What follows belongs to an exercise in optimizing a design on an open flow for small area, a short achievable clock period and few clock cycles; a production flow would make more cautious choices. The RTL was checked by simulation tests, not by an equivalence proof against the original design.

$ cat design.v
module ssdv_huff_dec(tsel, w, n, run, size);
  input [1:0] tsel;
  wire [1:0] tsel;
  input [15:0] w;
  wire [15:0] w;
  output [4:0] n;
  wire [4:0] n;
  output [3:0] run;
  wire [3:0] run;
  output [3:0] size;
  wire [3:0] size;
  wire _0000_;
  wire _0001_;
  wire _0002_;
  wire _0003_;
  wire _0004_;
  wire _0005_;
  wire _0006_;
  wire _0007_;
  wire _0008_;
  wire _0009_;
  wire _0010_;
  wire _0011_;
  wire _0012_;
  wire _0013_;
  wire _0014_;
  wire _0015_;
  wire _0016_;
  wire _0017_;
  wire _0018_;
  wire _0019_;
  wire _0020_;
  wire _0021_;
  wire _0022_;
  wire _0023_;
  wire _0024_;
  wire _0025_;
  wire _0026_;
  wire _0027_;
  wire _0028_;
  wire _0029_;
  wire _0030_;
  wire _0031_;
  wire _0032_;
  wire _0033_;
  wire _0034_;
  wire _0035_;
  wire _0036_;
  wire _0037_;
  wire _0038_;
  wire _0039_;
  wire _0040_;
  wire _0041_;
  wire _0042_;
  wire _0043_;
  wire _0044_;
  wire _0045_;
  wire _0046_;
  wire _0047_;
  wire _0048_;
  wire _0049_;
  wire _0050_;
  wire _0051_;
  wire _0052_;
  wire _0053_;
  wire _0054_;
  wire _0055_;
  wire _0056_;
  wire _0057_;
  wire _0058_;
  wire _0059_;
  wire _0060_;
  wire _0061_;
  wire _0062_;
  wire _0063_;
  wire _0064_;
  wire _0065_;
  wire _0066_;
  wire _0067_;
  wire _0068_;
  wire _0069_;
  wire _0070_;
  wire _0071_;
  wire _0072_;
  wire _0073_;
  wire _0074_;
  wire _0075_;
  wire _0076_;
  wire _0077_;
  wire _0078_;
  wire _0079_;
  wire _0080_;
  wire _0081_;
  wire _0082_;
  wire _0083_;
  wire _0084_;
  wire _0085_;
  wire _0086_;
  wire _0087_;
  wire _0088_;
  wire _0089_;
  wire _0090_;
  wire _0091_;
  wire _0092_;
  wire _0093_;
  wire _0094_;
  wire _0095_;
  wire _0096_;
  wire _0097_;
  wire _0098_;
  wire _0099_;
  wire _0100_;
  wire _0101_;
  wire _0102_;
  wire _0103_;
  wire _0104_;
  wire _0105_;
  wire _0106_;
  wire _0107_;
  wire _0108_;
  wire _0109_;
  wire _0110_;
  wire _0111_;
  wire _0112_;
  wire _0113_;
  wire _0114_;
  wire _0115_;
  wire _0116_;
  wire _0117_;
  wire _0118_;
  wire _0119_;
  wire _0120_;
  wire _0121_;
  wire _0122_;
  wire _0123_;
  wire _0124_;
  wire _0125_;
  wire _0126_;
  wire _0127_;
  wire _0128_;
  wire _0129_;
  wire _0130_;
  wire _0131_;
  wire _0132_;
  wire _0133_;
  wire _0134_;
  wire _0135_;
  wire _0136_;
  wire _0137_;
  wire _0138_;
  wire _0139_;
  wire _0140_;
  wire _0141_;
  wire _0142_;
  wire _0143_;
  wire _0144_;
  wire _0145_;
  wire _0146_;
  wire _0147_;
  wire _0148_;
  wire _0149_;
  wire _0150_;
  wire _0151_;
  wire _0152_;
  wire _0153_;
  wire _0154_;
  wire _0155_;
  wire _0156_;
  wire _0157_;
  wire _0158_;
  wire _0159_;
  wire _0160_;
  wire _0161_;
  wire _0162_;
  wire _0163_;
  wire _0164_;
  wire _0165_;
  wire _0166_;
  wire _0167_;
  wire _0168_;
  wire _0169_;
  wire _0170_;
  wire _0171_;
  wire _0172_;
  wire _0173_;
  wire _0174_;
  wire _0175_;
  wire _0176_;
  wire _0177_;
  wire _0178_;
  wire _0179_;
  wire _0180_;
  wire _0181_;
  wire _0182_;
  wire _0183_;
  wire _0184_;
  wire _0185_;
  wire _0186_;
  wire _0187_;
  wire _0188_;
  wire _0189_;
  wire _0190_;
  wire _0191_;
  wire _0192_;
  wire _0193_;
  wire _0194_;
  wire _0195_;
  wire _0196_;
  wire _0197_;
  wire _0198_;
  wire _0199_;
  wire _0200_;
  wire _0201_;
  wire _0202_;
  wire _0203_;
  wire _0204_;
  wire _0205_;
  wire _0206_;
  wire _0207_;
  wire _0208_;
  wire _0209_;
  wire _0210_;
  wire _0211_;
  wire _0212_;
  wire _0213_;
  wire _0214_;
  wire _0215_;
  wire _0216_;
  wire _0217_;
  wire _0218_;
  wire _0219_;
  wire _0220_;
  wire _0221_;
  wire _0222_;
  wire _0223_;
  wire _0224_;
  wire _0225_;
  wire _0226_;
  wire _0227_;
  wire _0228_;
  wire _0229_;
  wire _0230_;
  wire _0231_;
  wire _0232_;
  wire _0233_;
  wire _0234_;
  wire _0235_;
  wire _0236_;
  wire _0237_;
  wire _0238_;
  wire _0239_;
  wire _0240_;
  wire _0241_;
  wire _0242_;
  wire _0243_;
  wire _0244_;
  wire _0245_;
  wire _0246_;
  wire _0247_;
  wire _0248_;
  wire _0249_;
  wire _0250_;
  wire _0251_;
  wire _0252_;
  wire _0253_;
  wire _0254_;
  wire _0255_;
  wire _0256_;
  wire _0257_;
  wire _0258_;
  wire _0259_;
  wire _0260_;
  wire _0261_;
  wire _0262_;
  wire _0263_;
  wire _0264_;
  wire _0265_;
  wire _0266_;
  wire _0267_;
  wire _0268_;
  wire _0269_;
  wire _0270_;
  wire _0271_;
  wire _0272_;
  wire _0273_;
  wire _0274_;
  wire _0275_;
  wire _0276_;
  wire _0277_;
  wire _0278_;
  wire _0279_;
  wire _0280_;
  wire _0281_;
  wire _0282_;
  wire _0283_;
  wire _0284_;
  wire _0285_;
  wire _0286_;
  wire _0287_;
  wire _0288_;
  wire _0289_;
  wire _0290_;
  wire _0291_;
  wire _0292_;
  wire _0293_;
  wire _0294_;
  wire _0295_;
  wire _0296_;
  wire _0297_;
  wire _0298_;
  wire _0299_;
  wire _0300_;
  wire _0301_;
  wire _0302_;
  wire _0303_;
  wire _0304_;
  wire _0305_;
  wire _0306_;
  wire _0307_;
  wire _0308_;
  wire _0309_;
  wire _0310_;
  wire _0311_;
  wire _0312_;
  wire _0313_;
  wire _0314_;
  wire _0315_;
  wire _0316_;
  wire _0317_;
  wire _0318_;
  wire _0319_;
  wire _0320_;
  wire _0321_;
  wire _0322_;
  wire _0323_;
  wire _0324_;
  wire _0325_;
  wire _0326_;
  wire _0327_;
  wire _0328_;
  wire _0329_;
  wire _0330_;
  wire _0331_;
  wire _0332_;
  wire _0333_;
  wire _0334_;
  wire _0335_;
  wire _0336_;
  wire _0337_;
  wire _0338_;
  wire _0339_;
  wire _0340_;
  wire _0341_;
  wire _0342_;
  wire _0343_;
  wire _0344_;
  wire _0345_;
  wire _0346_;
  wire _0347_;
  wire _0348_;
  wire _0349_;
  wire _0350_;
  wire _0351_;
  wire _0352_;
  wire _0353_;
  wire _0354_;
  wire _0355_;
  wire _0356_;
  wire _0357_;
  wire _0358_;
  wire _0359_;
  wire _0360_;
  wire _0361_;
  wire _0362_;
  wire _0363_;
  wire _0364_;
  wire _0365_;
  wire _0366_;
  wire _0367_;
  wire _0368_;
  wire _0369_;
  wire _0370_;
  wire _0371_;
  wire _0372_;
  wire _0373_;
  wire _0374_;
  wire _0375_;
  wire _0376_;
  wire _0377_;
  wire _0378_;
  wire _0379_;
  wire _0380_;
  wire _0381_;
  wire _0382_;
  wire _0383_;
  wire _0384_;
  wire _0385_;
  wire _0386_;
  wire _0387_;
  wire _0388_;
  wire _0389_;
  wire _0390_;
  wire _0391_;
  wire _0392_;
  wire _0393_;
  wire _0394_;
  wire _0395_;
  wire _0396_;
  wire _0397_;
  wire _0398_;
  wire _0399_;
  wire _0400_;
  wire _0401_;
  wire _0402_;
  wire _0403_;
  wire _0404_;
  wire _0405_;
  wire _0406_;
  wire _0407_;
  wire _0408_;
  wire _0409_;
  wire _0410_;
  wire _0411_;
  wire _0412_;
  wire _0413_;
  wire _0414_;
  wire _0415_;
  wire _0416_;
  wire _0417_;
  wire _0418_;
  wire _0419_;
  wire _0420_;
  wire _0421_;
  wire _0422_;
  wire _0423_;
  wire _0424_;
  wire _0425_;
  wire _0426_;
  wire _0427_;
  wire _0428_;
  wire _0429_;
  wire _0430_;
  wire _0431_;
  wire _0432_;
  wire _0433_;
  wire _0434_;
  wire _0435_;
  wire _0436_;
  wire _0437_;
  wire _0438_;
  wire _0439_;
  wire _0440_;
  wire _0441_;
  wire _0442_;
  wire _0443_;
  wire _0444_;
  wire _0445_;
  wire _0446_;
  wire _0447_;
  wire _0448_;
  wire _0449_;
  wire _0450_;
  wire _0451_;
  wire _0452_;
  wire _0453_;
  wire _0454_;
  wire _0455_;
  wire _0456_;
  wire _0457_;
  wire _0458_;
  wire _0459_;
  wire _0460_;
  wire _0461_;
  wire _0462_;
  wire _0463_;
  wire _0464_;
  wire _0465_;
  wire _0466_;
  wire _0467_;
  wire _0468_;
  wire _0469_;
  wire _0470_;
  wire _0471_;
  wire _0472_;
  wire _0473_;
  wire _0474_;
  wire _0475_;
  wire _0476_;
  wire _0477_;
  wire _0478_;
  wire _0479_;
  wire _0480_;
  wire _0481_;
  wire _0482_;
  wire _0483_;
  wire _0484_;
  wire _0485_;
  wire _0486_;
  wire _0487_;
  wire _0488_;
  wire _0489_;
  wire _0490_;
  wire _0491_;
  wire _0492_;
  wire _0493_;
  wire _0494_;
  wire _0495_;
  wire _0496_;
  wire _0497_;
  wire _0498_;
  wire _0499_;
  wire _0500_;
  wire _0501_;
  wire _0502_;
  wire _0503_;
  wire _0504_;
  wire _0505_;
  wire _0506_;
  wire _0507_;
  wire _0508_;
  wire _0509_;
  wire _0510_;
  wire _0511_;
  wire _0512_;
  wire _0513_;
  wire _0514_;
  wire _0515_;
  wire _0516_;
  wire _0517_;
  wire _0518_;
  wire _0519_;
  wire _0520_;
  wire _0521_;
  wire _0522_;
  wire _0523_;
  wire _0524_;
  wire _0525_;
  wire _0526_;
  wire _0527_;
  wire _0528_;
  wire _0529_;
  wire _0530_;
  wire _0531_;
  wire _0532_;
  wire _0533_;
  wire _0534_;
  wire _0535_;
  wire _0536_;
  wire _0537_;
  wire _0538_;
  wire _0539_;
  wire _0540_;
  wire _0541_;
  wire _0542_;
  wire _0543_;
  wire _0544_;
  wire _0545_;
  wire _0546_;
  wire _0547_;
  wire _0548_;
  wire _0549_;
  wire _0550_;
  wire _0551_;
  wire _0552_;
  wire _0553_;
  wire _0554_;
  wire _0555_;
  wire _0556_;
  wire _0557_;
  wire _0558_;
  wire _0559_;
  wire _0560_;
  wire _0561_;
  wire _0562_;
  wire _0563_;
  wire _0564_;
  wire _0565_;
  wire _0566_;
  wire _0567_;
  wire _0568_;
  wire _0569_;
  wire _0570_;
  wire _0571_;
  wire _0572_;
  wire _0573_;
  wire _0574_;
  wire _0575_;
  wire _0576_;
  wire _0577_;
  wire _0578_;
  wire _0579_;
  wire _0580_;
  wire _0581_;
  wire _0582_;
  wire _0583_;
  wire _0584_;
  wire _0585_;
  wire _0586_;
  wire _0587_;
  wire _0588_;
  wire _0589_;
  wire _0590_;
  wire _0591_;
  wire _0592_;
  wire _0593_;
  wire _0594_;
  wire _0595_;
  wire _0596_;
  wire _0597_;
  wire _0598_;
  wire _0599_;
  wire _0600_;
  wire _0601_;
  wire _0602_;
  wire _0603_;
  wire _0604_;
  wire _0605_;
  wire _0606_;
  wire _0607_;
  wire _0608_;
  wire _0609_;
  wire _0610_;
  wire _0611_;
  wire _0612_;
  wire _0613_;
  wire _0614_;
  wire _0615_;
  wire _0616_;
  wire _0617_;
  wire _0618_;
  wire _0619_;
  wire _0620_;
  wire _0621_;
  wire _0622_;
  wire _0623_;
  wire _0624_;
  wire _0625_;
  wire _0626_;
  wire _0627_;
  wire _0628_;
  wire _0629_;
  wire _0630_;
  wire _0631_;
  wire _0632_;
  wire _0633_;
  wire _0634_;
  wire _0635_;
  wire _0636_;
  wire _0637_;
  wire _0638_;
  wire _0639_;
  wire _0640_;
  wire _0641_;
  wire _0642_;
  wire _0643_;
  wire _0644_;
  wire _0645_;
  wire _0646_;
  wire _0647_;
  wire _0648_;
  wire _0649_;
  assign _0219_ = w[9] & w[10];
  assign _0230_ = ~_0219_;
  assign _0241_ = ~w[11];
  assign _0251_ = ~w[12];
  assign _0262_ = w[13] & ~(w[14]);
  assign _0273_ = _0262_ | ~(w[15]);
  assign _0284_ = w[13] & ~(_0273_);
  assign _0295_ = _0284_ & ~(_0251_);
  assign _0306_ = _0295_ & ~(_0241_);
  assign _0317_ = w[7] & w[8];
  assign _0328_ = ~(_0317_ & _0306_);
  assign _0339_ = ~(_0328_ | _0230_);
  assign _0349_ = ~_0339_;
  assign _0360_ = ~(w[5] & w[6]);
  assign _0371_ = ~(_0360_ & _0339_);
  assign _0381_ = w[15] & ~(w[14]);
  assign _0392_ = _0381_ & ~(w[12]);
  assign _0402_ = _0371_ & ~(_0392_);
  assign _0413_ = tsel[0] & ~(_0402_);
  assign _0424_ = ~(_0413_ | _0349_);
  assign _0435_ = ~w[9];
  assign _0446_ = ~tsel[1];
  assign _0456_ = _0306_ & ~(_0446_);
  assign _0467_ = _0456_ & ~(_0435_);
  assign _0478_ = ~w[10];
  assign _0489_ = _0478_ & ~(_0317_);
  assign _0499_ = _0489_ & _0467_;
  assign _0510_ = _0456_ & ~(_0230_);
  assign _0521_ = ~w[7];
  assign _0532_ = _0521_ ? w[6] : _0360_;
  assign _0543_ = _0532_ | w[8];
  assign _0554_ = ~w[5];
  assign _0565_ = w[6] | w[7];
  assign _0575_ = _0554_ & ~(_0565_);
  assign _0585_ = _0543_ & ~(_0575_);
  assign _0596_ = ~tsel[0];
  assign _0606_ = ~(w[7] | w[8]);
  assign _0616_ = w[6] & ~(_0606_);
  assign _0620_ = _0596_ & ~(_0616_);
  assign _0621_ = ~(_0620_ & _0585_);
  assign _0622_ = _0510_ & ~(_0621_);
  assign _0623_ = tsel[0] | ~(w[8]);
  assign _0624_ = w[6] & ~(_0623_);
  assign _0625_ = w[5] | ~(w[4]);
  assign _0626_ = _0625_ | ~(_0624_);
  assign _0627_ = _0510_ & ~(_0626_);
  assign _0628_ = _0627_ | _0622_;
  assign _0629_ = _0628_ | _0499_;
  assign _0630_ = ~(tsel[0] & w[8]);
  assign _0631_ = ~(w[9] | w[10]);
  assign _0632_ = ~(_0631_ & _0456_);
  assign _0633_ = ~(_0632_ | _0630_);
  assign _0634_ = w[10] & ~(_0317_);
  assign _0635_ = w[10] | ~(tsel[0]);
  assign _0636_ = ~(_0635_ & _0623_);
  assign _0637_ = _0636_ | _0634_;
  assign _0638_ = _0456_ & ~(_0637_);
  assign _0639_ = _0638_ | _0633_;
  assign _0640_ = tsel[0] & tsel[1];
  assign _0641_ = ~(_0640_ & _0219_);
  assign _0642_ = _0641_ | ~(_0306_);
  assign _0643_ = ~(_0642_ | _0585_);
  assign _0644_ = w[15] & ~(w[13]);
  assign _0645_ = tsel[1] & ~(w[12]);
  assign _0646_ = tsel[0] & ~(_0645_);
  assign _0647_ = _0644_ & ~(_0646_);
  assign _0648_ = tsel[0] & ~(w[11]);
  assign _0649_ = ~_0648_;
  assign _0000_ = _0647_ & ~(_0649_);
  assign _0001_ = w[6] & w[10];
  assign _0002_ = ~(_0001_ & _0317_);
  assign _0003_ = _0456_ & ~(_0002_);
  assign _0004_ = _0003_ | _0000_;
  assign _0005_ = _0004_ | _0643_;
  assign _0006_ = _0005_ | _0639_;
  assign _0007_ = _0006_ | _0629_;
  assign _0008_ = ~(_0007_ | _0424_);
  assign _0009_ = tsel[1] & ~(tsel[0]);
  assign _0010_ = _0295_ & ~(_0446_);
  assign _0011_ = _0010_ & ~(_0631_);
  assign _0012_ = w[12] & ~(w[11]);
  assign _0013_ = ~(_0012_ & _0284_);
  assign _0014_ = ~(_0013_ | _0011_);
  assign _0015_ = ~(_0014_ & _0009_);
  assign _0016_ = ~(tsel[0] | w[10]);
  assign _0017_ = ~_0016_;
  assign _0018_ = ~(_0645_ & w[11]);
  assign _0019_ = _0018_ | ~(_0284_);
  assign _0020_ = _0017_ & ~(_0019_);
  assign _0021_ = _0640_ & _0381_;
  assign _0022_ = ~(w[14] | w[15]);
  assign _0023_ = _0022_ & _0009_;
  assign _0024_ = _0023_ | _0021_;
  assign _0025_ = w[15] | ~(w[14]);
  assign _0026_ = tsel[0] & ~(_0025_);
  assign _0027_ = _0026_ | _0024_;
  assign _0028_ = _0596_ & ~(_0025_);
  assign _0029_ = _0644_ | _0381_;
  assign _0030_ = _0029_ | _0028_;
  assign _0031_ = tsel[0] | tsel[1];
  assign _0032_ = _0031_ | ~(w[13]);
  assign _0033_ = _0030_ & ~(_0032_);
  assign _0034_ = _0033_ | _0027_;
  assign _0035_ = _0034_ | _0020_;
  assign _0036_ = _0015_ & ~(_0035_);
  assign _0037_ = ~(tsel[0] | w[8]);
  assign _0038_ = _0037_ & ~(_0360_);
  assign _0039_ = _0017_ & ~(_0038_);
  assign _0040_ = _0467_ & ~(_0039_);
  assign _0041_ = ~w[14];
  assign _0042_ = _0647_ & ~(_0041_);
  assign _0043_ = _0009_ & ~(_0012_);
  assign _0044_ = _0043_ | ~(_0042_);
  assign _0045_ = ~(w[12] & w[13]);
  assign _0046_ = _0381_ & ~(_0045_);
  assign _0047_ = _0046_ & _0009_;
  assign _0048_ = _0047_ | ~(_0044_);
  assign _0049_ = _0030_ & ~(_0048_);
  assign _0050_ = _0049_ & _0042_;
  assign _0051_ = w[14] & ~(_0645_);
  assign _0052_ = _0051_ | tsel[0];
  assign _0053_ = _0052_ | ~(_0284_);
  assign _0054_ = ~(_0053_ | _0020_);
  assign _0055_ = _0054_ & ~(_0241_);
  assign _0056_ = ~(_0013_ | _0641_);
  assign _0057_ = _0056_ & ~(w[8]);
  assign _0058_ = _0057_ | _0055_;
  assign _0059_ = _0058_ | _0050_;
  assign _0060_ = _0059_ | _0040_;
  assign _0061_ = _0036_ & ~(_0060_);
  assign _0062_ = ~(_0061_ & _0008_);
  assign _0063_ = ~w[2];
  assign _0064_ = ~(w[4] | w[5]);
  assign _0065_ = _0064_ & ~(w[3]);
  assign _0066_ = tsel[0] & ~(w[6]);
  assign _0067_ = _0066_ & _0065_;
  assign _0068_ = ~_0317_;
  assign _0069_ = _0510_ & ~(_0068_);
  assign _0070_ = _0069_ & _0067_;
  assign _0071_ = _0070_ & ~(_0063_);
  assign _0072_ = _0065_ & ~(w[1]);
  assign _0073_ = w[2] | w[6];
  assign _0074_ = _0072_ & ~(_0073_);
  assign _0075_ = _0069_ & ~(_0596_);
  assign _0076_ = ~w[6];
  assign _0077_ = ~(w[3] & w[0]);
  assign _0078_ = ~(w[4] & w[5]);
  assign _0079_ = w[3] & ~(_0078_);
  assign _0080_ = ~(w[2] & w[3]);
  assign _0081_ = _0080_ & _0064_;
  assign _0082_ = ~(_0081_ | _0079_);
  assign _0083_ = _0082_ | _0077_;
  assign _0084_ = _0082_ & ~(w[0]);
  assign _0085_ = ~w[3];
  assign _0086_ = ~(w[2] & w[1]);
  assign _0087_ = _0085_ & ~(_0086_);
  assign _0088_ = _0087_ & ~(_0078_);
  assign _0089_ = _0088_ | _0084_;
  assign _0090_ = _0089_ | ~(_0083_);
  assign _0091_ = w[4] & ~(w[1]);
  assign _0092_ = w[3] & ~(w[0]);
  assign _0093_ = _0092_ | _0091_;
  assign _0094_ = w[1] & ~(w[4]);
  assign _0095_ = _0094_ | w[2];
  assign _0096_ = _0093_ & ~(_0095_);
  assign _0097_ = _0096_ | w[5];
  assign _0098_ = _0093_ & ~(_0094_);
  assign _0099_ = w[2] & ~(_0098_);
  assign _0100_ = _0097_ & ~(_0099_);
  assign _0101_ = w[3] | w[0];
  assign _0102_ = _0101_ & _0077_;
  assign _0103_ = ~(_0102_ | _0079_);
  assign _0104_ = _0100_ ? _0102_ : _0103_;
  assign _0105_ = _0076_ ? _0090_ : _0104_;
  assign _0106_ = _0105_ & _0075_;
  assign _0107_ = ~(w[2] | w[4]);
  assign _0108_ = _0107_ & ~(w[1]);
  assign _0109_ = w[2] | w[0];
  assign _0110_ = _0091_ & ~(_0109_);
  assign _0111_ = _0101_ & ~(_0110_);
  assign _0112_ = ~(_0111_ | _0108_);
  assign _0113_ = w[6] & ~(w[5]);
  assign _0114_ = ~w[4];
  assign _0115_ = _0114_ & ~(_0086_);
  assign _0116_ = _0115_ & ~(_0092_);
  assign _0117_ = _0113_ & ~(_0116_);
  assign _0118_ = ~(_0117_ & _0102_);
  assign _0119_ = ~_0092_;
  assign _0120_ = w[3] | ~(w[0]);
  assign _0121_ = ~(_0120_ | _0091_);
  assign _0122_ = _0121_ | _0095_;
  assign _0123_ = _0122_ & ~(_0116_);
  assign _0124_ = ~(_0123_ | _0360_);
  assign _0125_ = w[1] & ~(_0092_);
  assign _0126_ = _0107_ & ~(_0125_);
  assign _0127_ = _0126_ | _0360_;
  assign _0128_ = _0127_ & ~(_0124_);
  assign _0129_ = _0119_ & ~(_0128_);
  assign _0130_ = _0118_ & ~(_0129_);
  assign _0131_ = ~(_0130_ | _0112_);
  assign _0132_ = ~w[0];
  assign _0133_ = _0086_ | ~(_0079_);
  assign _0134_ = w[2] | w[3];
  assign _0135_ = w[1] & ~(_0134_);
  assign _0136_ = _0064_ & ~(_0135_);
  assign _0137_ = _0133_ & ~(_0136_);
  assign _0138_ = _0132_ & ~(_0137_);
  assign _0139_ = w[5] | ~(w[3]);
  assign _0140_ = _0094_ & ~(_0139_);
  assign _0141_ = _0140_ | _0063_;
  assign _0142_ = _0141_ | _0137_;
  assign _0143_ = _0107_ & ~(_0139_);
  assign _0144_ = _0143_ | _0132_;
  assign _0145_ = _0142_ & ~(_0144_);
  assign _0146_ = _0145_ | w[6];
  assign _0147_ = ~(_0146_ | _0138_);
  assign _0148_ = _0069_ & ~(tsel[0]);
  assign _0149_ = _0148_ & ~(_0147_);
  assign _0150_ = _0149_ & ~(_0131_);
  assign _0151_ = _0150_ | _0106_;
  assign _0152_ = _0151_ & ~(_0074_);
  assign _0153_ = _0152_ | _0071_;
  assign n[0] = _0062_ & ~(_0153_);
  assign _0154_ = ~_0064_;
  assign _0155_ = _0132_ & ~(_0086_);
  assign _0156_ = _0133_ & ~(_0155_);
  assign _0157_ = _0154_ & ~(_0156_);
  assign _0158_ = _0091_ & ~(_0101_);
  assign _0159_ = _0083_ & ~(_0158_);
  assign _0160_ = _0554_ & ~(_0159_);
  assign _0161_ = _0140_ | w[6];
  assign _0162_ = _0161_ | _0160_;
  assign _0163_ = ~(_0094_ | _0091_);
  assign _0164_ = ~w[1];
  assign _0165_ = _0164_ & ~(_0092_);
  assign _0166_ = _0165_ | _0554_;
  assign _0167_ = _0166_ | _0163_;
  assign _0168_ = w[1] | ~(w[2]);
  assign _0169_ = _0168_ | _0064_;
  assign _0170_ = _0167_ & ~(_0169_);
  assign _0171_ = _0170_ | _0162_;
  assign _0172_ = _0171_ | _0157_;
  assign _0173_ = _0091_ | _0063_;
  assign _0174_ = _0117_ & ~(_0173_);
  assign _0175_ = _0124_ | _0596_;
  assign _0176_ = ~(_0175_ | _0174_);
  assign _0177_ = _0080_ & ~(_0135_);
  assign _0178_ = w[4] & ~(_0177_);
  assign _0179_ = _0158_ & ~(_0063_);
  assign _0180_ = _0179_ | _0127_;
  assign _0181_ = _0180_ | _0178_;
  assign _0182_ = ~_0181_;
  assign _0183_ = w[6] & ~(_0097_);
  assign _0184_ = _0099_ ? _0182_ : _0183_;
  assign _0185_ = _0184_ | ~(_0176_);
  assign _0186_ = _0172_ & ~(_0185_);
  assign _0187_ = w[0] & ~(_0094_);
  assign _0188_ = _0187_ | _0104_;
  assign _0189_ = _0091_ ? _0109_ : _0063_;
  assign _0190_ = _0188_ & ~(_0189_);
  assign _0191_ = ~(_0115_ & _0132_);
  assign _0192_ = ~(_0191_ & _0113_);
  assign _0193_ = _0192_ | _0190_;
  assign _0194_ = _0140_ & ~(_0155_);
  assign _0195_ = w[1] | ~(w[0]);
  assign _0196_ = _0063_ & ~(_0195_);
  assign _0197_ = ~(_0196_ | _0194_);
  assign _0198_ = _0109_ & _0086_;
  assign _0199_ = _0154_ & ~(_0198_);
  assign _0200_ = _0199_ | _0072_;
  assign _0201_ = _0197_ & ~(_0200_);
  assign _0202_ = _0201_ | w[6];
  assign _0203_ = ~(_0181_ & _0596_);
  assign _0204_ = _0203_ | ~(_0202_);
  assign _0205_ = _0193_ & ~(_0204_);
  assign _0206_ = _0205_ | _0186_;
  assign _0207_ = ~_0069_;
  assign _0208_ = _0070_ & ~(w[2]);
  assign _0209_ = _0208_ | _0207_;
  assign _0210_ = _0209_ | _0206_;
  assign _0211_ = _0624_ & ~(_0064_);
  assign _0212_ = _0543_ & ~(_0211_);
  assign _0213_ = _0510_ & ~(_0212_);
  assign _0214_ = tsel[0] & ~(tsel[1]);
  assign _0215_ = _0219_ | ~(_0214_);
  assign _0216_ = _0306_ & ~(_0215_);
  assign _0217_ = _0216_ | _0069_;
  assign _0218_ = _0217_ | _0003_;
  assign _0220_ = ~(_0218_ | _0213_);
  assign _0221_ = tsel[0] & ~(w[7]);
  assign _0222_ = _0221_ & ~(w[8]);
  assign _0223_ = _0222_ & _0499_;
  assign _0224_ = _0284_ & ~(tsel[1]);
  assign _0225_ = _0224_ & ~(_0306_);
  assign _0226_ = ~(_0225_ | _0048_);
  assign _0227_ = w[10] & w[11];
  assign _0228_ = _0295_ & ~(_0227_);
  assign _0229_ = _0284_ & ~(_0649_);
  assign _0231_ = _0229_ | _0228_;
  assign _0232_ = _0231_ | ~(_0226_);
  assign _0233_ = _0232_ & ~(_0223_);
  assign _0234_ = _0616_ & _0510_;
  assign _0235_ = _0435_ & ~(_0328_);
  assign _0236_ = _0317_ ? _0635_ : _0478_;
  assign _0237_ = _0236_ | ~(_0456_);
  assign _0238_ = ~(_0237_ | _0235_);
  assign _0239_ = _0238_ & ~(_0234_);
  assign _0240_ = _0239_ | _0233_;
  assign _0242_ = _0240_ | _0424_;
  assign _0243_ = _0220_ & ~(_0242_);
  assign n[3] = _0210_ & ~(_0243_);
  assign _0244_ = _0115_ & ~(_0192_);
  assign _0245_ = _0171_ | ~(_0143_);
  assign _0246_ = _0085_ & ~(_0115_);
  assign _0247_ = _0111_ & ~(_0246_);
  assign _0248_ = _0113_ & ~(_0247_);
  assign _0249_ = _0086_ & ~(_0094_);
  assign _0250_ = _0249_ | _0077_;
  assign _0252_ = _0158_ | _0360_;
  assign _0253_ = _0114_ & ~(_0080_);
  assign _0254_ = ~(_0134_ | _0094_);
  assign _0255_ = _0254_ | _0253_;
  assign _0256_ = _0255_ | _0252_;
  assign _0257_ = _0250_ & ~(_0256_);
  assign _0258_ = _0257_ | _0248_;
  assign _0259_ = _0245_ & ~(_0258_);
  assign _0260_ = _0087_ | _0154_;
  assign _0261_ = _0260_ | _0190_;
  assign _0263_ = _0087_ & ~(_0064_);
  assign _0264_ = _0086_ & ~(_0085_);
  assign _0265_ = _0264_ | w[6];
  assign _0266_ = _0265_ | _0263_;
  assign _0267_ = _0261_ & ~(_0266_);
  assign _0268_ = _0259_ & ~(_0267_);
  assign _0269_ = _0268_ | _0155_;
  assign _0270_ = _0087_ & ~(w[0]);
  assign _0271_ = _0270_ | _0162_;
  assign _0272_ = _0269_ & ~(_0271_);
  assign _0274_ = _0156_ & ~(_0202_);
  assign _0275_ = w[4] | ~(w[2]);
  assign _0276_ = _0275_ & ~(_0110_);
  assign _0277_ = _0554_ & ~(_0276_);
  assign _0278_ = ~_0100_;
  assign _0279_ = _0100_ & ~(_0076_);
  assign _0280_ = w[3] ? _0278_ : _0279_;
  assign _0281_ = _0274_ ? _0277_ : _0280_;
  assign _0282_ = _0281_ | _0272_;
  assign _0283_ = _0282_ | ~(_0186_);
  assign _0285_ = _0086_ & ~(w[3]);
  assign _0286_ = _0259_ & ~(_0285_);
  assign _0287_ = ~(_0286_ & w[4]);
  assign _0288_ = _0287_ | ~(_0283_);
  assign _0289_ = _0114_ & ~(_0286_);
  assign _0290_ = _0289_ | _0065_;
  assign _0291_ = _0288_ & ~(_0290_);
  assign _0292_ = _0291_ | _0244_;
  assign _0293_ = _0114_ & ~(_0283_);
  assign _0294_ = _0293_ | _0207_;
  assign _0296_ = _0292_ & ~(_0294_);
  assign _0297_ = w[9] & ~(_0317_);
  assign _0298_ = _0037_ ? _0435_ : _0297_;
  assign _0299_ = _0298_ | _0241_;
  assign _0300_ = _0596_ & ~(_0299_);
  assign _0301_ = _0230_ & ~(_0300_);
  assign _0302_ = tsel[0] & ~(w[8]);
  assign _0303_ = tsel[0] & ~(w[5]);
  assign _0304_ = w[6] & ~(_0303_);
  assign _0305_ = w[9] & ~(_0304_);
  assign _0307_ = _0305_ | w[7];
  assign _0308_ = w[8] & ~(w[7]);
  assign _0309_ = tsel[0] | ~(w[5]);
  assign _0310_ = _0308_ & ~(_0309_);
  assign _0311_ = _0310_ | ~(_0227_);
  assign _0312_ = _0307_ & ~(_0311_);
  assign _0313_ = _0312_ | _0302_;
  assign _0314_ = _0313_ | _0301_;
  assign _0315_ = ~(_0227_ & _0010_);
  assign _0316_ = _0076_ & ~(_0315_);
  assign _0318_ = _0316_ | _0435_;
  assign _0319_ = _0002_ & ~(_0302_);
  assign _0320_ = _0319_ | _0241_;
  assign _0321_ = _0318_ & ~(_0320_);
  assign _0322_ = _0314_ & ~(_0321_);
  assign _0323_ = _0010_ & ~(_0322_);
  assign _0324_ = _0054_ | _0643_;
  assign _0325_ = _0324_ | _0070_;
  assign _0326_ = _0219_ & ~(_0596_);
  assign _0327_ = _0016_ | w[11];
  assign _0329_ = _0521_ & ~(_0630_);
  assign _0330_ = _0329_ | ~(_0327_);
  assign _0331_ = ~(_0330_ & _0011_);
  assign _0332_ = ~(_0331_ | _0326_);
  assign _0333_ = _0332_ & ~(_0649_);
  assign _0334_ = ~_0640_;
  assign _0335_ = _0049_ & ~(_0041_);
  assign _0336_ = _0335_ & ~(_0334_);
  assign _0337_ = _0336_ | _0333_;
  assign _0338_ = _0337_ | _0325_;
  assign _0340_ = _0338_ | _0323_;
  assign run[1] = _0340_ | _0296_;
  assign _0341_ = tsel[0] & ~(_0282_);
  assign _0342_ = _0596_ & ~(_0268_);
  assign _0343_ = _0342_ | _0349_;
  assign _0344_ = _0343_ | _0341_;
  assign _0345_ = ~(_0632_ | w[8]);
  assign _0346_ = _0219_ & ~(w[8]);
  assign _0347_ = _0346_ | _0251_;
  assign _0348_ = _0347_ & ~(_0012_);
  assign _0350_ = _0031_ | ~(_0284_);
  assign _0351_ = _0348_ & ~(_0350_);
  assign _0352_ = ~(_0351_ | _0345_);
  assign _0353_ = w[12] | ~(w[10]);
  assign _0354_ = _0284_ & ~(_0353_);
  assign _0355_ = _0354_ | _0046_;
  assign _0356_ = _0352_ & ~(_0355_);
  assign _0357_ = _0356_ | _0334_;
  assign _0358_ = _0336_ & ~(_0241_);
  assign _0359_ = w[9] & ~(_0489_);
  assign _0361_ = w[11] & ~(_0359_);
  assign _0362_ = w[7] & ~(w[8]);
  assign _0363_ = _0361_ & ~(_0362_);
  assign _0364_ = w[7] & ~(_0360_);
  assign _0365_ = _0001_ & ~(_0364_);
  assign _0366_ = _0346_ & ~(_0066_);
  assign _0367_ = _0366_ & ~(_0365_);
  assign _0368_ = ~(_0001_ & _0114_);
  assign _0369_ = _0308_ & ~(_0368_);
  assign _0370_ = _0327_ & ~(_0369_);
  assign _0372_ = w[9] & ~(_0370_);
  assign _0373_ = _0372_ | _0367_;
  assign _0374_ = _0373_ | _0363_;
  assign _0375_ = _0011_ & ~(_0374_);
  assign _0376_ = _0375_ | _0060_;
  assign _0377_ = _0376_ | _0358_;
  assign _0378_ = _0357_ & ~(_0377_);
  assign run[0] = _0344_ & ~(_0378_);
  assign _0379_ = _0168_ & _0067_;
  assign _0380_ = _0379_ | w[5];
  assign _0382_ = _0380_ ^ _0288_;
  assign _0383_ = _0069_ & ~(_0382_);
  assign _0384_ = _0362_ | _0308_;
  assign _0385_ = ~(_0384_ & _0316_);
  assign _0386_ = _0585_ & ~(_0222_);
  assign _0387_ = _0001_ & ~(_0386_);
  assign _0388_ = _0037_ & ~(_0365_);
  assign _0389_ = w[6] | ~(w[7]);
  assign _0390_ = _0389_ & ~(_0310_);
  assign _0391_ = _0634_ & ~(_0390_);
  assign _0393_ = _0391_ | _0388_;
  assign _0394_ = _0393_ | _0387_;
  assign _0395_ = _0385_ & ~(_0394_);
  assign _0396_ = _0467_ & ~(_0395_);
  assign _0397_ = _0332_ | _0020_;
  assign _0398_ = _0397_ | _0396_;
  assign run[2] = _0398_ | _0383_;
  assign _0399_ = ~_0360_;
  assign _0400_ = _0510_ & ~(_0521_);
  assign _0401_ = ~(_0400_ & _0399_);
  assign _0403_ = _0401_ | _0288_;
  assign _0404_ = _0510_ & ~(_0565_);
  assign _0405_ = _0404_ | _0326_;
  assign _0406_ = _0239_ & ~(_0405_);
  assign _0407_ = ~(_0113_ & _0339_);
  assign _0408_ = w[12] & ~(w[13]);
  assign _0409_ = _0018_ & ~(_0408_);
  assign _0410_ = w[14] & ~(_0409_);
  assign _0411_ = _0410_ | _0014_;
  assign _0412_ = _0407_ & ~(_0411_);
  assign _0414_ = tsel[0] & ~(_0412_);
  assign _0415_ = _0009_ & ~(w[13]);
  assign _0416_ = _0415_ & ~(_0335_);
  assign _0417_ = _0416_ | _0627_;
  assign _0418_ = ~(_0417_ | _0414_);
  assign _0419_ = _0418_ & ~(_0406_);
  assign _0420_ = ~(_0306_ & _0446_);
  assign _0421_ = _0420_ | _0317_;
  assign _0422_ = _0421_ & ~(_0235_);
  assign _0423_ = _0422_ | _0478_;
  assign _0425_ = _0346_ | tsel[1];
  assign _0426_ = ~(_0425_ | _0423_);
  assign _0427_ = ~(tsel[1] | w[13]);
  assign _0428_ = _0427_ & ~(_0041_);
  assign _0429_ = _0428_ | _0026_;
  assign _0430_ = ~(_0429_ | _0426_);
  assign _0431_ = _0630_ | ~(_0219_);
  assign _0432_ = _0013_ | ~(_0431_);
  assign _0433_ = _0036_ & ~(_0432_);
  assign _0434_ = ~(_0052_ | _0273_);
  assign _0436_ = w[13] & ~(_0214_);
  assign _0437_ = _0381_ & ~(_0436_);
  assign _0438_ = _0024_ & ~(_0437_);
  assign _0439_ = _0438_ | _0434_;
  assign _0440_ = _0439_ | _0003_;
  assign _0441_ = _0440_ | _0639_;
  assign _0442_ = _0400_ & ~(_0394_);
  assign _0443_ = ~_0221_;
  assign _0444_ = _0606_ | w[5];
  assign _0445_ = _0317_ | tsel[0];
  assign _0447_ = _0444_ ? _0443_ : _0445_;
  assign _0448_ = _0316_ & ~(_0447_);
  assign _0449_ = _0448_ | _0442_;
  assign _0450_ = _0449_ | _0441_;
  assign _0451_ = ~(_0450_ | _0433_);
  assign _0452_ = ~(_0451_ & _0430_);
  assign _0453_ = _0419_ & ~(_0452_);
  assign _0454_ = _0453_ | _0151_;
  assign size[0] = _0403_ & ~(_0454_);
  assign _0455_ = _0413_ | ~(_0220_);
  assign _0457_ = _0234_ & ~(_0455_);
  assign _0458_ = ~(_0431_ | _0154_);
  assign _0459_ = _0457_ & ~(_0458_);
  assign _0460_ = ~(_0298_ & _0443_);
  assign _0461_ = _0456_ & ~(_0460_);
  assign _0462_ = _0229_ & ~(_0446_);
  assign _0463_ = _0462_ & ~(_0011_);
  assign _0464_ = _0463_ | _0461_;
  assign _0465_ = _0015_ & ~(_0464_);
  assign _0466_ = _0478_ & ~(_0465_);
  assign _0468_ = _0032_ | ~(_0381_);
  assign _0469_ = ~(_0468_ & _0226_);
  assign _0470_ = _0469_ | _0217_;
  assign _0471_ = _0470_ & ~(_0208_);
  assign _0472_ = _0471_ | _0466_;
  assign _0473_ = ~(_0110_ & _0079_);
  assign _0474_ = ~(_0473_ & _0086_);
  assign _0475_ = ~(_0474_ | _0171_);
  assign _0476_ = _0176_ & ~(_0475_);
  assign _0477_ = _0114_ & ~(_0264_);
  assign _0479_ = _0477_ | _0063_;
  assign _0480_ = _0107_ | _0360_;
  assign _0481_ = _0135_ | _0480_;
  assign _0482_ = _0481_ | ~(_0479_);
  assign _0483_ = _0482_ & ~(_0274_);
  assign _0484_ = _0483_ | _0074_;
  assign _0485_ = _0183_ & ~(_0099_);
  assign _0486_ = _0485_ | tsel[0];
  assign _0487_ = _0484_ & ~(_0486_);
  assign _0488_ = _0487_ | _0476_;
  assign _0490_ = _0100_ ? _0120_ : _0119_;
  assign _0491_ = ~(_0490_ ^ _0163_);
  assign _0492_ = _0491_ | ~(_0485_);
  assign _0493_ = ~(_0492_ & _0069_);
  assign _0494_ = _0488_ & ~(_0493_);
  assign _0495_ = _0472_ & ~(_0494_);
  assign size[2] = _0495_ | _0459_;
  assign _0496_ = _0606_ & ~(_0642_);
  assign _0497_ = _0031_ | ~(_0295_);
  assign _0498_ = _0497_ | _0361_;
  assign _0500_ = _0299_ & ~(_0498_);
  assign _0501_ = _0500_ | _0496_;
  assign _0502_ = _0501_ | _0455_;
  assign _0503_ = _0331_ | w[10];
  assign _0504_ = _0016_ & ~(_0297_);
  assign _0505_ = _0113_ & ~(_0431_);
  assign _0506_ = _0505_ | _0504_;
  assign _0507_ = _0503_ & ~(_0506_);
  assign _0508_ = _0456_ & ~(_0507_);
  assign _0509_ = _0214_ & _0335_;
  assign _0511_ = _0645_ | ~(_0647_);
  assign _0512_ = _0044_ & ~(_0511_);
  assign _0513_ = ~(_0512_ | _0056_);
  assign _0514_ = ~(_0513_ & _0352_);
  assign _0515_ = _0514_ | _0509_;
  assign _0516_ = _0515_ | _0508_;
  assign _0517_ = ~(_0221_ & _0554_);
  assign _0518_ = _0510_ & ~(_0517_);
  assign _0519_ = _0016_ & ~(_0013_);
  assign _0520_ = _0028_ & ~(_0427_);
  assign _0522_ = _0520_ | _0437_;
  assign _0523_ = _0522_ | _0519_;
  assign _0524_ = _0523_ | _0463_;
  assign _0525_ = _0524_ | _0518_;
  assign _0526_ = _0525_ | _0516_;
  assign _0527_ = _0526_ | _0502_;
  assign _0528_ = ~(_0491_ & w[6]);
  assign _0529_ = _0086_ | _0077_;
  assign _0530_ = ~(_0529_ | _0360_);
  assign _0531_ = _0530_ | _0528_;
  assign _0533_ = _0264_ & ~(_0154_);
  assign _0534_ = ~(_0533_ & _0197_);
  assign _0535_ = _0125_ & ~(_0477_);
  assign _0536_ = ~(_0101_ & _0164_);
  assign _0537_ = _0625_ | ~(_0168_);
  assign _0538_ = _0537_ | ~(_0536_);
  assign _0539_ = ~(_0538_ & _0167_);
  assign _0540_ = _0539_ | _0535_;
  assign _0541_ = _0534_ & ~(_0540_);
  assign _0542_ = _0541_ | w[6];
  assign _0544_ = ~(_0542_ & _0075_);
  assign _0545_ = _0531_ & ~(_0544_);
  assign _0546_ = ~(_0528_ | _0139_);
  assign _0547_ = ~(_0146_ ^ _0065_);
  assign _0548_ = ~(_0547_ | _0257_);
  assign _0549_ = _0114_ & ~(_0109_);
  assign _0550_ = _0164_ & ~(_0549_);
  assign _0551_ = ~(_0550_ & _0548_);
  assign _0552_ = ~(_0551_ | _0546_);
  assign _0553_ = w[1] & ~(_0548_);
  assign _0555_ = _0623_ | ~(_0400_);
  assign _0556_ = _0163_ | w[0];
  assign _0557_ = w[2] & ~(w[6]);
  assign _0558_ = _0557_ | _0139_;
  assign _0559_ = _0558_ | _0187_;
  assign _0560_ = _0556_ & ~(_0559_);
  assign _0561_ = _0560_ | _0555_;
  assign _0562_ = _0561_ | _0553_;
  assign _0563_ = ~(_0562_ | _0552_);
  assign _0564_ = _0563_ & ~(_0074_);
  assign _0566_ = _0564_ | _0545_;
  assign size[1] = _0527_ & ~(_0566_);
  assign _0567_ = _0016_ & ~(_0420_);
  assign _0568_ = ~(_0458_ & _0456_);
  assign _0569_ = _0568_ & ~(_0339_);
  assign _0570_ = _0008_ & ~(_0569_);
  assign _0571_ = _0570_ | _0567_;
  assign _0572_ = _0424_ | ~(_0053_);
  assign _0573_ = _0019_ & ~(_0404_);
  assign _0574_ = _0309_ & ~(_0573_);
  assign _0576_ = _0466_ | _0049_;
  assign _0577_ = _0576_ | _0574_;
  assign _0578_ = _0577_ | _0572_;
  assign _0579_ = _0578_ | _0502_;
  assign _0580_ = _0579_ | _0571_;
  assign _0581_ = _0494_ & ~(_0530_);
  assign n[2] = _0580_ & ~(_0581_);
  assign _0582_ = _0544_ & ~(_0563_);
  assign _0583_ = _0544_ & ~(_0530_);
  assign _0584_ = ~(_0583_ | _0528_);
  assign _0586_ = _0584_ | _0208_;
  assign _0587_ = _0586_ | _0582_;
  assign _0588_ = ~(_0390_ | _0315_);
  assign _0589_ = _0519_ & _0011_;
  assign _0590_ = _0262_ & ~(_0009_);
  assign _0591_ = _0590_ & ~(_0646_);
  assign _0592_ = _0591_ | _0022_;
  assign _0593_ = _0592_ | _0567_;
  assign _0594_ = _0593_ | _0589_;
  assign _0595_ = _0594_ | _0588_;
  assign _0597_ = _0419_ & ~(_0595_);
  assign _0598_ = tsel[0] & ~(_0430_);
  assign _0599_ = _0572_ | _0516_;
  assign _0600_ = _0599_ | _0598_;
  assign _0601_ = _0597_ & ~(_0600_);
  assign n[1] = _0587_ & ~(_0601_);
  assign _0602_ = _0530_ | ~(_0069_);
  assign _0603_ = _0206_ & ~(_0602_);
  assign _0604_ = ~(_0423_ | _0218_);
  assign _0605_ = _0604_ | _0223_;
  assign _0607_ = _0605_ | _0603_;
  assign size[3] = _0607_ | _0571_;
  assign _0608_ = ~(_0303_ & _0094_);
  assign _0609_ = _0608_ & _0078_;
  assign _0610_ = _0609_ & ~(_0074_);
  assign _0611_ = _0610_ | _0291_;
  assign _0612_ = _0611_ ? _0076_ : _0399_;
  assign _0613_ = _0069_ & ~(_0612_);
  assign _0614_ = _0406_ | ~(_0385_);
  assign _0615_ = _0614_ & ~(_0518_);
  assign _0617_ = _0615_ | _0633_;
  assign run[3] = _0617_ | _0613_;
  assign _0618_ = _0605_ | _0339_;
  assign _0619_ = _0618_ | _0457_;
  assign n[4] = _0619_ & ~(_0208_);
endmodule
module ssdv_huffdec (
    input  wire        clk,
    input  wire        rst,
    input  wire        in_valid,
    output wire        in_ready,
    input  wire        in_start,
    input  wire [7:0]  in_byte,
    output reg         out_valid,
    input  wire        out_ready,
    output reg  [1:0]  out_kind,
    output reg  [1:0]  out_comp,
    output reg  [5:0]  out_k,
    output reg  [11:0] out_val
);
    localparam K_DC = 2'd0, K_AC = 2'd1, K_END = 2'd2;
    reg  [36:0] acc;
    reg  [5:0]  cnt;         
    reg         pend;        
    reg  [1:0]  pmode;
    reg  [1:0]  mode;        
    reg  [1:0]  comp;        
    reg  [1:0]  ycnt;        
    reg         dc;          
    reg  [5:0]  k;           
    reg         endq;        
    assign in_ready = !pend && (cnt <= 6'd29);
    wire take = in_valid && in_ready;
    wire [62:0] ext = {acc, 26'd0};
    wire [25:0] win = ext[cnt +: 26];
    wire [4:0]  n;
    wire [3:0]  run, size;
    ssdv_huff_dec u_dec (.tsel({!dc, comp != 2'd0}), .w(win[25:10]),
                         .n(n), .run(run), .size(size));
    wire        have    = ({1'b0, n} <= cnt);
    wire        out_free = !out_valid || out_ready;
    wire        fire    = have && out_free && !endq;
    wire        apply_start = pend && !have && !endq;
    wire [25:0] mshift = win >> (5'd26 - n);
    wire [10:0] mask   = ~(11'h7ff << size);
    wire [10:0] mb     = mshift[10:0] & mask;
    wire        mpos   = |(mb & ~(mask >> 1));    
    wire [11:0] mval   = (size == 4'd0) ? 12'd0 :
                         mpos ? {1'b0, mb} : ({1'b1, mb | ~mask} + 12'd1);
    wire        is_eob = !dc && (size == 4'd0) && (run == 4'd0);
    wire        is_zrl = !dc && (size == 4'd0) && (run == 4'd15);
    wire [5:0]  pos    = k + {2'd0, run};
    wire [6:0]  k16    = {1'b0, k} + 7'd16;
    wire        last_y = (mode == 2'd0) ? (ycnt == 2'd3) :
                         (mode == 2'd3) ? 1'b1 : (ycnt == 2'd1);
    wire [1:0]  comp_nb = (comp == 2'd0) ? (last_y ? 2'd1 : 2'd0) :
                          (comp == 2'd1) ? 2'd2 : 2'd0;
    wire [1:0]  ycnt_nb = (comp == 2'd0) ? ycnt + 2'd1 : 2'd0;
    wire [5:0]  cnt_dec = fire ? cnt - {1'b0, n} : cnt;
    always @(posedge clk) begin
        if (rst) begin
            cnt       <= 6'd0;
            pend      <= 1'b0;
            mode      <= 2'd0;
            comp      <= 2'd0;
            ycnt      <= 2'd0;
            dc        <= 1'b1;
            k         <= 6'd1;
            endq      <= 1'b0;
            out_valid <= 1'b0;
        end else begin
            if (take) begin
                if (in_start) begin
                    pend  <= 1'b1;
                    pmode <= in_byte[1:0];
                end else begin
                    acc <= {acc[28:0], in_byte};
                end
            end
            if (apply_start) begin
                cnt  <= take && !in_start ? 6'd8 : 6'd0;
                pend <= 1'b0;
                mode <= pmode;
                comp <= 2'd0;
                ycnt <= 2'd0;
                dc   <= 1'b1;
                k    <= 6'd1;
            end else begin
                cnt <= cnt_dec + ((take && !in_start) ? 6'd8 : 6'd0);
            end
            if (out_valid && out_ready) out_valid <= 1'b0;
            if (endq && out_free) begin
                out_valid <= 1'b1;
                out_kind  <= K_END;
                out_k     <= 6'd0;
                out_val   <= 12'd0;
                endq      <= 1'b0;
            end
            if (fire) begin
                if (dc) begin
                    out_valid <= 1'b1;
                    out_kind  <= K_DC;
                    out_comp  <= comp;
                    out_k     <= 6'd0;
                    out_val   <= mval;
                    dc        <= 1'b0;
                    k         <= 6'd1;
                end else if (is_eob || (is_zrl && k16[6])) begin
                    out_valid <= 1'b1;
                    out_kind  <= K_END;
                    out_comp  <= comp;
                    out_k     <= 6'd0;
                    out_val   <= 12'd0;
                    dc        <= 1'b1;
                    comp      <= comp_nb;
                    ycnt      <= ycnt_nb;
                end else if (is_zrl) begin
                    k <= k16[5:0];
                end else begin
                    out_valid <= 1'b1;
                    out_kind  <= K_AC;
                    out_comp  <= comp;
                    out_k     <= pos;
                    out_val   <= mval;
                    k         <= pos + 6'd1;
                    if (pos == 6'd63) begin
                        endq <= 1'b1;
                        dc   <= 1'b1;
                        comp <= comp_nb;
                        ycnt <= ycnt_nb;
                    end
                end
            end
        end
    end
endmodule
$ cat run.sh
#!/bin/bash
# synth_recipe.tcl (not shown) runs the flow's synth.tcl, then flattens the netlist and writes it again
# the make line also repeats each setting of config.mk as NAME=value (left out here)
make -C /OpenROAD-flow-scripts/flow DESIGN_CONFIG=/design/flow/config.mk WORK_HOME=/design/flow/orfs CLKGATE_MAP_FILE= SYNTH_SCRIPT=/design/flow/synth_recipe.tcl finish
$ cat config.mk
export PLATFORM = sky130hd
export DESIGN_NAME = ssdv_huffdec
export DESIGN_NICKNAME = ssdv_huffdec
export VERILOG_FILES = /design/flow/design.v
export SDC_FILE = /design/flow/constraint.sdc
export NUM_CORES = 4
export LEC_CHECK = 0
export ABC_AREA = 1
export CAP_MARGIN = 20
export CORE_MARGIN = 2
export CORE_UTILIZATION = 40
export PLACE_DENSITY = 0.6
export SLEW_MARGIN = 20
export SYNTH_MEMORY_MAX_BITS = 65536
$ cat constraint.sdc
create_clock -name core_clock -period 8.0 [get_ports {clk}]
set_input_delay 1.6000 -clock core_clock [delete_from_list [all_inputs] [get_ports {clk}]]
set_output_delay 1.6000 -clock core_clock [all_outputs]
set_load 0.01 [all_outputs]
==> metrics.md, run 1 <==
| Metric | Value |
|---|---|
| Final setup violation count | `0` |
| Nets | `1,974` |
| Mean post-synth cell area | `5.836 µm²` |
| Fin. Hold Viols | `0` |
| Crit. End Element | `register` |
| TritonCTS clock tree | `yes` |
| Ys async rst share | `0%` |
| Synth unique cells | `58` |
| Vias in the first global route | `12,710` |
| Most frequent CP cell | `nand2_1` |
| Startpoint type of the worst setup path | `register` |
| Fmax | `0.1390 GHz` |
| Arr. time, crit path | `7.32 ns` |
| Ys flop type | `edfxtp_1` |
| Area delta synth->final | `7.202%` |
| Overflow after GRT | `0` |
| Drt via density | `5.847` |
| Clock skew | `0.01399 ns` |
| Reg clk slew, reported paths | `0.08 ns` |
| Slew Limit Fails | `0` |
| RePlAce Congestion | `1.044` |
| Outcome | `timing/DRC/antenna clean` |
| CP required | `8.13 ns` |
| Total GRT Usage | `28.89%` |
| Worst-Skew Late Latency | `0.36 ns` |
| Syn nets | `1,995` |
| Port bufs | `36` |
| Number of clock sinks | `83` |
| First drt pass iteration count | `7` |
| Slew margin rel. | `38.81%` |
| Slowest cell on the critical path | `dfxtp_1` |
| Residual DRC | `0` |
| Clock root cell | `clkbuf_16` |
| Starting DRC count in detailed routing | `1,661` |
| Global-route wire length before repair | `69,730 µm` |
| Fin Setup TNS | `0 ns` |
| Layout cells sized above 1 | `7.434%` |
| Cells after Synth | `1,953` |
| Max cap viols | `0` |
| Die outline height | `172.8 µm` |
| Total core area | `0.02793 mm²` |
| Total number of vias | `13,540` |
| Syn Std Cell Area | `0.01140 mm²` |
| Avg WL per Cell | `18.75 µm` |
| DIE AREA | `0.02986 mm²` |
| Critical Path Max Stage Delay | `0.70 ns` |
| YS warnings | `1` |
| Clock Tree Buf Depth | `2` |
| Crit path max fanout | `20` |
| Post-synthesis sequential area ratio | `19.94%` |
| Final HPWL DP | `33,950 µm` |
| Hold-fix buffer count after cts | `0` |
| Fin crit share | `89.90%` |
| # fillers | `3,060` |
| Initial core utilization | `40.80%` |
| Critical path class | `reg2reg` |
| Die width | `172.8 µm` |
| Row cnt | `61` |
| Remaining antenna violation count | `0` |
| Initial antenna violation count | `0` |
| RSZ-0062 raised after global routing | `no` |
| Fin Hold WS | `0.4834 ns` |
| Seq cells post-synth | `83` |
| Largest net degree at the start of global routing | `45` |
| Post-synth EDFFs | `61` |
| ANT cells | `0` |
| I/O pin count | `37` |
| # H-tree levels | `3` |
| Num CTS Buffers | `9` |
| Final Critical Period | `7.192 ns` |
| Hold WC Path Type | `reg2reg` |
| Setup bufs post-CTS | `0` |
| Gates resized, CTS repair | `0` |
| Worst-Margin Slew | `0.9064 ns` |
| Total Wirelength | `43,400 µm` |
-- cell type report --
type | count | area, µm² | share of cell area (%)
sequential | 83 | 2272 | 18.60
timing repair buffer | 55 | 523.0 | 4.281
inverter | 153 | 580.6 | 4.752
clock buffer | 9 | 225.2 | 1.843
tap | 378 | 473.0 | 3.871
multi-input combinational | 1630 | 8063 | 65.99
clock inverter | 7 | 81.33 | 0.6656
-- worst paths after layout --
path / start / end / slack, ns / cells after the start
min: pmode[0] / mode[0] / 0.48 / 2
min reg2reg: pmode[0] / mode[0] / 0.48 / 2
max: cnt[3] / out_val[8] / 0.81 / 37
max reg2reg: cnt[3] / out_val[8] / 0.81 / 37
-- cell usage in the layout (no fill, tap or decap), types with 3 or more instances in the layout --
master             n
clkdlybuf4s50_1   36
dfxtp_1           22
o21ai_1           14
a211oi_1           8
o311ai_0           3
nand3_2           15
o21ai_2            3
inv_1            118
clkbuf_16          9
nand2_4            6
nor2_4             9
a31oi_1            9
nor3_1            12
o31ai_1            3
nand4_1           46
nand3_4            3
xnor2_1            8
nand2_1          623
ha_1              27
nand3_1          456
xor2_1            10
nor2_2            11
buf_4             18
and2_1             3
clkinv_1           6
inv_2             26
a21oi_1           51
o21ai_0           75
nor2_1           160
edfxtp_1          61
o21bai_1           3
nand3b_1           8
nor4_1             3
o211ai_1          13
nand2_2           19
-- kinds of logic after synthesis --
family / count (synthesis) / synth area share (%)
XOR/XNOR: 19 / 1.526
AND/OR/NAND/NOR: 1387 / 56.02
flip-flops: 83 / 19.94
adder cells (fa/ha/maj): 29 / 3.315
buffers and inverters: 240 / 9.386
AO/OA/AOI/OAI: 195 / 9.815
-- through the flow --
stage	utilization (%)	setup WS (ns)	cell area (µm²)	std cells
2_1_floorplan	-	2.327	11400	1953
3_3_place_gp	42.53	1.021	11880	2298
3_5_place_dp	42.53	0.9153	11880	2298
4_1_cts	43.63	0.9176	12190	2314
5_1_grt	43.74	0.02459	12220	2315
6_report	43.74	0.8080	12220	2315
-- layer usage --
layer	part of all wire, %	GRT usage (%)
met4	3.6	11.02
met1	44	40.04
met2	45	45.68
met5	0	0
met3	7.3	3.804
-- Yosys cell counts, types with 13 or more instances --
library cell	count	area (µm²)
nand4_1	46	287.8
inv_1	118	442.9
a21oi_1	51	255.2
ha_1	27	337.8
buf_4	13	97.59
nand3_2	15	150.1
o211ai_1	13	97.59
nand2_1	623	2338
nand2_2	19	118.9
edfxtp_1	61	1832
o21ai_1	14	70.07
nand3_1	456	2282
dfxtp_1	22	440.4
nor2_1	161	604.3
inv_2	28	105.1
clkbuf_1	21	78.83
nor3_1	13	65.06
o21ai_0	75	375.4
buf_2	34	170.2
-- flip-flops by register name (all words and copies together), names as in the netlist, 2 cells and up, named ones only --
name and flops:
cnt 3, acc 37, out_kind 2, comp 2, out_k 6, ycnt 2, pmode 2, mode 2
out_val 12, out_comp 2, k 6
-- critical path, delay by kind of cell (launching register included) --
kind	cells	cell delay, ns
AO/OA/AOI/OAI	3	0.82
adder cells (fa/ha/maj)	3	0.83
buffers and inverters	5	0.89
XOR/XNOR	2	0.62
AND/OR/NAND/NOR	24	3.09
flip-flops	1	0.70
Testbench counts, summed over its fixed seeds: cycles 11,360.
==> run 2: changes to the inputs <==
--- a/config.mk
+++ b/config.mk
@@ -10,5 +10,6 @@
 export CORE_MARGIN = 2
 export CORE_UTILIZATION = 40
 export PLACE_DENSITY = 0.6
+export SETUP_SLACK_MARGIN = 2.5
 export SLEW_MARGIN = 20
 export SYNTH_MEMORY_MAX_BITS = 65536
==> run 2 against run 1 <==
First-iteration DRC count rose by 29%. Largest cell class unchanged. Final cell count up 6.5%. Synthesized cell count is the same. Highest routed layer unchanged. Clock skew up 0.0020 ns. Hold slack gained 0.0079 ns. Die area did not move. Synthesized area stayed put. Global-route usage is 1.4 points higher.
==> metrics.md, run 2 <==
| Metric | Value |
|---|---|
| Crit. End Element | `register` |
| Critical path class | `reg2reg` |
| Clock skew | `0.01599 ns` |
| Total GRT Usage | `30.30%` |
| Most common cell after layout, fill and taps aside | `nand2_1` |
| Worst r2r dst | `k[5]` |
| Worst-Margin Slew | `0.7728 ns` |
| Post-synth EDFFs | `61` |
| Residual DRC | `0` |
| Crit path max fanout | `5` |
| Outcome | `timing/DRC/antenna clean` |
| Area delta synth->final | `35.06%` |
| Post-route cell area | `0.01539 mm²` |
| Remaining antenna violation count | `0` |
| RePlAce Congestion | `1.008` |
| Top cells by area, synth | `nand2_1 21%, nand3_1 20%, edfxtp_1 16%` |
| RSZ-0062 raised after global routing | `yes` |
| Avg WL per Cell | `20.50 µm` |
| Yosys top cell by area | `nand2_1` |
| Seq cells post-synth | `83` |
| Starting DRC count in detailed routing | `2,140` |
| Cell Area, Placed | `0.01189 mm²` |
| Reg2Reg Depth | `39` |
| Initial antenna violation count | `0` |
| Most frequent CP cell | `nand2_2` |
| Ys async rst share | `0%` |
| Overflow after GRT | `0` |
| # H-tree levels | `3` |
| Initial core utilization | `40.80%` |
| Nets | `2,125` |
| Max cap viols | `0` |
| Clock root cell | `clkbuf_16` |
| Fin. Hold Viols | `0` |
| Share of Yosys cell area claimed by the top area cell type | `20.52%` |
| CP required | `8.23 ns` |
| Slew margin rel. | `48.01%` |
| Ys flop type | `edfxtp_1` |
| Fin Hold WS | `0.4914 ns` |
| Clock Tree Buf Depth | `2` |
| R2R Setup Slk | `2.40 ns` |
| Hold-fix buffer count after cts | `0` |
| Startpoint type of the worst setup path | `register` |
| Num CTS Buffers | `9` |
| Die width | `172.8 µm` |
| Hold WC Path Type | `reg2reg` |
| YS warnings | `1` |
| Synth unique cells | `58` |
| Row cnt | `61` |
| Syn nets | `1,995` |
| Total Wirelength | `50,540 µm` |
| Largest register FFs | `37` |
| Reg clk slew, reported paths | `0.08 ns` |
| Crit-path leading delay family | `simple AND/OR/NAND/NOR gates` |
| Multi-input logic area | `0.009625 mm²` |
| Slew Limit Fails | `0` |
| Hold EP | `k[4]` |
| Most frequent cells in the layout | `541 x nand2_1, 342 x nand3_1, 136 x nor2_1, 131 x buf_4, 114 x nand3_2` |
| Port bufs | `36` |
| Post-layout util | `55.11%` |
| Cells on Worst Hold Path | `2` |
| Arr. time, crit path | `5.82 ns` |
| Syn Std Cell Area | `0.01140 mm²` |
| Layout cells sized above 1 | `27.54%` |
| Number of clock sinks | `83` |
| Critical Path Max Stage Delay | `0.39 ns` |
| Worst Path Buf+Inv | `6` |
| Worst-Skew Late Latency | `0.36 ns` |
| Total number of vias | `15,060` |
| Biggest register | `acc` |
| Vias in the first global route | `13,350` |
| HP Start | `k[4]` |
| Leading registers by flop count | `acc x37, out_val x12` |
| Largest net degree at the start of global routing | `45` |
| Top-count cell post-synth | `nand2_1` |
| Slowest cell on the critical path | `dfxtp_4` |
| Final setup violation count | `0` |
| Mean post-synth cell area | `5.836 µm²` |
| Die outline height | `172.8 µm` |
| Final HPWL DP | `33,850 µm` |
| I/O pin count | `37` |
| Cells after Synth | `1,953` |
| First drt pass iteration count | `8` |
| Total core area | `0.02793 mm²` |
| Synth top cells by count | `623 x nand2_1, 456 x nand3_1, 161 x nor2_1, 118 x inv_1, 75 x o21ai_0` |
| Final Critical Period | `5.595 ns` |
| Global-route wire length before repair | `73,170 µm` |
| Drt via density | `6.107` |
| Post-synthesis sequential area ratio | `19.94%` |
| # fillers | `2,746` |
| TritonCTS clock tree | `yes` |
| Fmax | `0.1787 GHz` |
| Fin Setup TNS | `0 ns` |
| Seq. cell area | `0.002286 mm²` |
| ANT cells | `0` |
| DIE AREA | `0.02986 mm²` |
| Fin crit share | `69.94%` |
run 2: timing repair:
item,in CTS,in global routing
endpoints found under the setup margin,44,44
setup buffers,59,70
gates cloned,6,15
resized for setup,148,290
pin swaps,39,82
run 2: worst max path at each step:
stage / start / endpoint / slack, ns / depth (start not counted)
5_1_grt: register / out_val[3] / 2.14 / 46
4_1_cts: register / out_val[8] / 2.44 / 42
3_3_place_gp: register / out_val[8] / 1.13 / 43
6_report: register / k[5] / 2.40 / 39
3_5_place_dp: register / out_val[8] / 1.09 / 48
2_1_floorplan: register / out_val[8] / 2.54 / 51
run 2: metal layers:
| layer | GRT usage [%] | vias to the layer above | wire, µm |
|---|---|---|---|
| met2 | 48.27 | 973 | 22530 |
| li1 | - | 6893 | - |
| met4 | 12.68 | 0 | 2704 |
| met1 | 40.87 | 6964 | 20380 |
| met3 | 4.683 | 231 | 4929 |
| met5 | 0 | - | 0 |
run 2: worst min-delay path, cell delays in order, from the launching register on:
cell and delay, ns:
dfxtp_1 0.33, nand2_1 0.06, a21oi_1 0.05
run 2: logic make-up after synthesis:
| group | count (synthesis) | share of synthesized area [%] |
|---|---|---|
| simple gates | 1387 | 56.02 |
| buf+inv | 240 | 9.386 |
| compound gates | 195 | 9.815 |
| flops | 83 | 19.94 |
| fa+ha+maj | 29 | 3.315 |
| xor+xnor | 19 | 1.526 |
run 2: final cells by class:
class / count / area share, %
Tap cell: 378 / 3.072
Timing Repair Buffer: 198 / 12.82
Inverter: 153 / 4.503
Sequential cell: 83 / 14.85
Clock buffer: 9 / 1.463
Timing Repair inverter: 3 / 0.2357
Clock inverter: 7 / 0.5283
Multi-Input combinational cell: 1635 / 62.53
run 2: through the flow:
| stage | worst slack (ns) | cells |
|---|---|---|
| 5_1_grt | 2.142 | 2466 |
| 3_5_place_dp | 1.091 | 2299 |
| 3_3_place_gp | 1.134 | 2299 |
| 4_1_cts | 2.441 | 2380 |
| 2_1_floorplan | 2.539 | 1953 |
| 6_report | 2.405 | 2466 |

==> what the ideal ports hide <==
The results above use ideal ports. As a check the final layouts listed here were re-extracted and re-timed, cells and wires unchanged. Step 1 sets driving cells, clkbuf_16 on the clock port and buf_2 on the other inputs (assumed; they add their load-dependent delay and slew). Step 2 also shifts input and output timing later by t, the mid clock arrival at the registers, as if the neighbouring blocks saw the same clock. Slacks: ideal / step 1 / step 2; pairs: ideal / step 1.
run	shift t [ns]	slack for setup (ns)	hold slack, ns	pins driven straight from the clock port
run 1	0.405	0.808 / 0.808 / 0.808	0.483 / 0.483 / 0.483	1
run 2	0.411	2.405 / 2.405 / 2.405	0.491 / 0.491 / 0.491	1
After both steps every run listed still meets setup and hold.
